What follows belongs to an exercise in optimizing a design on an open flow for small area, a short achievable clock period and few clock cycles per item; a production flow would make more cautious choices.
Only simulation tests tie the RTL to the original design; equivalence was not proved.
Power figures rest on the tool's default switching activity, not on a simulated workload.

==> flow/design.v <==
module ring_monitor #(
    parameter integer N    = 64,
    parameter integer IDXW = 6       
) (
    input  wire            clk,
    input  wire            rst,            
    input  wire            ev_valid,
    output wire            ev_ready,
    input  wire [3:0]      ev_code,
    input  wire            ev_party,       
    input  wire            ev_ring,        
    input  wire [7:0]      ev_index,       
    output reg             done,
    output wire            done_ok,        
    output reg  [IDXW:0]   done_count,     
    output reg             sig_rx,         
    output reg             rx_int_enable,  
    output reg             tx_kick,        
    output reg             reclaim_valid,  
    output wire [IDXW-1:0] reclaim_idx,
    output reg  [6:0]      viol,
    output reg  [15:0]     err_cnt
);
    localparam [3:0] EV_RING_ALLOC     = 4'h0;
    localparam [3:0] EV_RING_FREE      = 4'h1;
    localparam [3:0] EV_RX_HW_COMPLETE = 4'h2;
    localparam [3:0] EV_RX_ADVANCE     = 4'h3;
    localparam [3:0] EV_TX_SUBMIT      = 4'h4;
    localparam [3:0] EV_TX_HW_COMPLETE = 4'h5;
    localparam [3:0] EV_TX_DRAIN       = 4'h6;
    localparam [3:0] EV_RX_OVERRUN     = 4'h7;
    localparam [3:0] EV_TX_UNDERRUN    = 4'h8;
    localparam [3:0] EV_ACCESS         = 4'h9;
    localparam integer V_OWNERSHIP      = 0;
    localparam integer V_HW_NOT_OWNER   = 1;
    localparam integer V_SW_NOT_OWNER   = 2;
    localparam integer V_TX_UNRECLAIMED = 3;
    localparam integer V_NOT_ALLOCATED  = 4;
    localparam integer V_DOUBLE_ALLOC   = 5;
    localparam integer V_BAD_EVENT      = 6;
    localparam [IDXW-1:0] CUR0 = {IDXW{1'b1}};
    reg             v1;
    reg  [3:0]      code1;
    reg             party1;
    reg             ring1;
    reg  [IDXW-1:0] idx1;       
    reg             bad1;       
    reg             alloc;
    reg             rx_int_en;
    reg  [IDXW-1:0] rx_cur;     
    reg  [IDXW-1:0] hw_rx;
    reg             rx_full;
    reg  [IDXW-1:0] tx_comp;
    reg  [IDXW-1:0] hw_tx;
    reg  [IDXW-1:0] tx_prod;
    reg             c_full;
    reg             d_full;
    reg             busy;       
    reg             umode;      
    reg             ufin;       
    assign ev_ready    = !(v1 && busy);
    assign done_ok     = tx_kick;
    assign reclaim_idx = tx_comp;
    wire go = v1 && !busy;
    wire rx_eq   = (rx_cur == hw_rx);
    wire rx_none = rx_eq && !rx_full;         
    wire rx_all  = rx_eq &&  rx_full;         
    wire c_eq    = (tx_comp == hw_tx);
    wire d_eq    = (hw_tx == tx_prod);
    wire o_eq    = (tx_comp == tx_prod);
    wire c_none  = c_eq && !c_full;
    wire d_none  = d_eq && !d_full;
    wire d_all   = d_eq &&  d_full;
    wire o_full  = o_eq && !(c_none && d_none);    
    wire [IDXW-1:0] rx_cur_inc  = rx_cur + 1'b1;
    wire [IDXW-1:0] tx_comp_inc = tx_comp + 1'b1;
    wire [IDXW-1:0] ia   = ring1 ? hw_tx   : rx_cur;
    wire [IDXW-1:0] ib   = ring1 ? tx_prod : hw_rx;
    wire            ifl  = ring1 ? d_full  : rx_full;
    wire            ge_a = (idx1 >= ia);
    wire            lt_b = (idx1 <  ib);
    wire            wrap = (ib < ia);
    wire            in_iv = (ia == ib) ? ifl : (wrap ? (ge_a | lt_b) : (ge_a & lt_b));
    wire            owner = ring1 ? in_iv : !in_iv;
    wire            under1  = (code1 == EV_TX_UNDERRUN);
    wire [IDXW-1:0] s_end   = (busy ? umode : under1) ? tx_prod : hw_tx;
    wire            s_last  = (tx_comp_inc == s_end);
    always @(posedge clk) begin
        if (rst) begin
            v1            <= 1'b0;
            busy          <= 1'b0;
            alloc         <= 1'b0;
            rx_int_en     <= 1'b0;
            viol          <= 7'd0;
            err_cnt       <= 16'd0;
            done          <= 1'b0;
            sig_rx        <= 1'b0;
            rx_int_enable <= 1'b0;
            tx_kick       <= 1'b0;
            reclaim_valid <= 1'b0;
        end else begin
            if (ev_ready) begin
                v1     <= ev_valid;
                code1  <= ev_code;
                party1 <= ev_party;
                ring1  <= ev_ring;
                idx1   <= ev_index[IDXW-1:0] - 1'b1;
                bad1   <= (ev_index[7:IDXW] != 0);
            end
            done          <= 1'b0;
            sig_rx        <= 1'b0;
            rx_int_enable <= 1'b0;
            tx_kick       <= 1'b0;
            reclaim_valid <= 1'b0;
            if (busy) begin
                if (ufin) begin
                    tx_comp <= CUR0;
                    hw_tx   <= CUR0;
                    tx_prod <= CUR0;
                    c_full  <= 1'b0;
                    d_full  <= 1'b0;
                    done    <= 1'b1;
                    busy    <= 1'b0;
                end else begin
                    reclaim_valid <= 1'b1;
                    tx_comp       <= tx_comp_inc;
                    if (s_last) begin
                        if (umode) begin
                            ufin <= 1'b1;
                        end else begin
                            done <= 1'b1;
                            busy <= 1'b0;
                        end
                    end
                end
            end else if (go) begin
                if (code1 > EV_ACCESS) begin
                    viol[V_BAD_EVENT] <= 1'b1;
                    done <= 1'b1;
                end else if (!alloc && code1 != EV_RING_ALLOC) begin
                    viol[V_NOT_ALLOCATED] <= 1'b1;
                    done_count <= {(IDXW+1){1'b0}};
                    done <= 1'b1;
                end else begin
                    case (code1)
                    EV_RING_ALLOC: begin
                        if (alloc) begin
                            viol[V_DOUBLE_ALLOC] <= 1'b1;
                        end else begin
                            rx_cur    <= CUR0;
                            hw_rx     <= CUR0;
                            rx_full   <= 1'b0;
                            tx_comp   <= CUR0;
                            hw_tx     <= CUR0;
                            tx_prod   <= CUR0;
                            c_full    <= 1'b0;
                            d_full    <= 1'b0;
                            rx_int_en <= 1'b1;
                            alloc     <= 1'b1;
                        end
                        done <= 1'b1;
                    end
                    EV_RING_FREE: begin
                        alloc     <= 1'b0;
                        rx_int_en <= 1'b0;
                        done      <= 1'b1;
                    end
                    EV_RX_HW_COMPLETE: begin
                        if (!rx_all) begin
                            hw_rx   <= hw_rx + 1'b1;
                            rx_full <= 1'b1;
                            if (rx_int_en) begin
                                rx_int_en <= 1'b0;
                                sig_rx    <= 1'b1;
                            end
                        end else begin
                            viol[V_HW_NOT_OWNER] <= 1'b1;
                        end
                        done <= 1'b1;
                    end
                    EV_RX_ADVANCE: begin
                        if (rx_none) begin
                            viol[V_SW_NOT_OWNER] <= 1'b1;
                        end else begin
                            rx_cur  <= rx_cur_inc;
                            rx_full <= 1'b0;
                            if (rx_cur_inc == hw_rx) begin
                                rx_int_en     <= 1'b1;
                                rx_int_enable <= 1'b1;
                            end else begin
                                sig_rx <= 1'b1;
                            end
                        end
                        done <= 1'b1;
                    end
                    EV_TX_SUBMIT: begin
                        if (d_all) begin
                        end else if (o_full) begin
                            viol[V_TX_UNRECLAIMED] <= 1'b1;
                        end else begin
                            tx_prod <= tx_prod + 1'b1;
                            d_full  <= 1'b1;
                            tx_kick <= 1'b1;
                        end
                        done <= 1'b1;
                    end
                    EV_TX_HW_COMPLETE: begin
                        if (!d_none) begin
                            hw_tx  <= hw_tx + 1'b1;
                            d_full <= 1'b0;
                            c_full <= 1'b1;
                        end else begin
                            viol[V_HW_NOT_OWNER] <= 1'b1;
                        end
                        done <= 1'b1;
                    end
                    EV_TX_DRAIN: begin
                        done_count <= {c_eq && c_full, hw_tx - tx_comp};
                        c_full     <= 1'b0;
                        if (c_none) begin
                            done <= 1'b1;
                        end else begin
                            reclaim_valid <= 1'b1;
                            tx_comp       <= tx_comp_inc;
                            umode         <= 1'b0;
                            ufin          <= 1'b0;
                            if (s_last) done <= 1'b1;
                            else        busy <= 1'b1;
                        end
                    end
                    EV_RX_OVERRUN: begin
                        rx_cur    <= CUR0;
                        hw_rx     <= CUR0;
                        rx_full   <= 1'b0;
                        rx_int_en <= 1'b1;
                        err_cnt   <= err_cnt + 16'd1;
                        done      <= 1'b1;
                    end
                    EV_TX_UNDERRUN: begin
                        err_cnt <= err_cnt + 16'd1;
                        if (o_eq && !o_full) begin
                            tx_comp <= CUR0;
                            hw_tx   <= CUR0;
                            tx_prod <= CUR0;
                            c_full  <= 1'b0;
                            d_full  <= 1'b0;
                            done    <= 1'b1;
                        end else begin
                            reclaim_valid <= 1'b1;
                            tx_comp       <= tx_comp_inc;
                            umode         <= 1'b1;
                            ufin          <= s_last;
                            busy          <= 1'b1;
                        end
                    end
                    default: begin  
                        if (bad1)
                            viol[V_BAD_EVENT] <= 1'b1;
                        else if (party1 != owner)
                            viol[V_OWNERSHIP] <= 1'b1;
                        done <= 1'b1;
                    end
                    endcase
                end
            end
        end
    end
endmodule
Settings: LEC_CHECK=0, CAP_MARGIN=20, CORE_MARGIN=2, CORE_UTILIZATION=40, PLACE_DENSITY=0.6, SETUP_SLACK_MARGIN=5, SLEW_MARGIN=20; clock period 8.0 ns.
run.sh (not shown) runs the stock make flow with config.mk's settings and CLKGATE_MAP_FILE= SYNTH_SCRIPT=/design/flow/synth_recipe.tcl, a recipe that flattens the netlist after the stock synthesis.
The baseline finished with timing, DRC and antenna clean.
Testbench counts at the start, summed over its fixed seeds: cycles 35,524, events 32,000.
Then changed:
--- a/flow/config.mk
+++ b/flow/config.mk
@@ -11,3 +11,2 @@
 export PLACE_DENSITY = 0.6
-export SETUP_SLACK_MARGIN = 5
 export SLEW_MARGIN = 20
The changed run ran to the end with no violations; cell count came out lower by 3.1%; die area does not change; core utilization came out lower by 2.1 points; combinational power falls by 19%.

re-timing with driven ports:
Ports are ideal in the flow. The routed layouts listed here were re-timed in OpenROAD. Step 1, drivers: a clkbuf_16 drives clk and a buf_2 each remaining input, both assumed. Step 2 moves the port delays by t, midway between the first and last clock arrival at a register: inputs arrive t later, outputs are due t later. That takes back most of the time a late clock gives input paths. Three values: no drivers, after step 1, after step 2; two values: the first two.
| run | t (ns) | slack for setup (ns) | worst register clock-pin slew, ns |
|---|---|---|---|
| the first run | 0.385 | 5.056 / 5.016 / 4.754 | 0.07 / 0.07 |
| the second run | 0.389 | 4.279 / 4.297 / 3.908 | 0.07 / 0.07 |
After both steps every run listed still meets setup and hold. For the second run, which loses most, drivers alone change the setup slack by +0.018 ns; drivers and shift together by -0.371 ns.
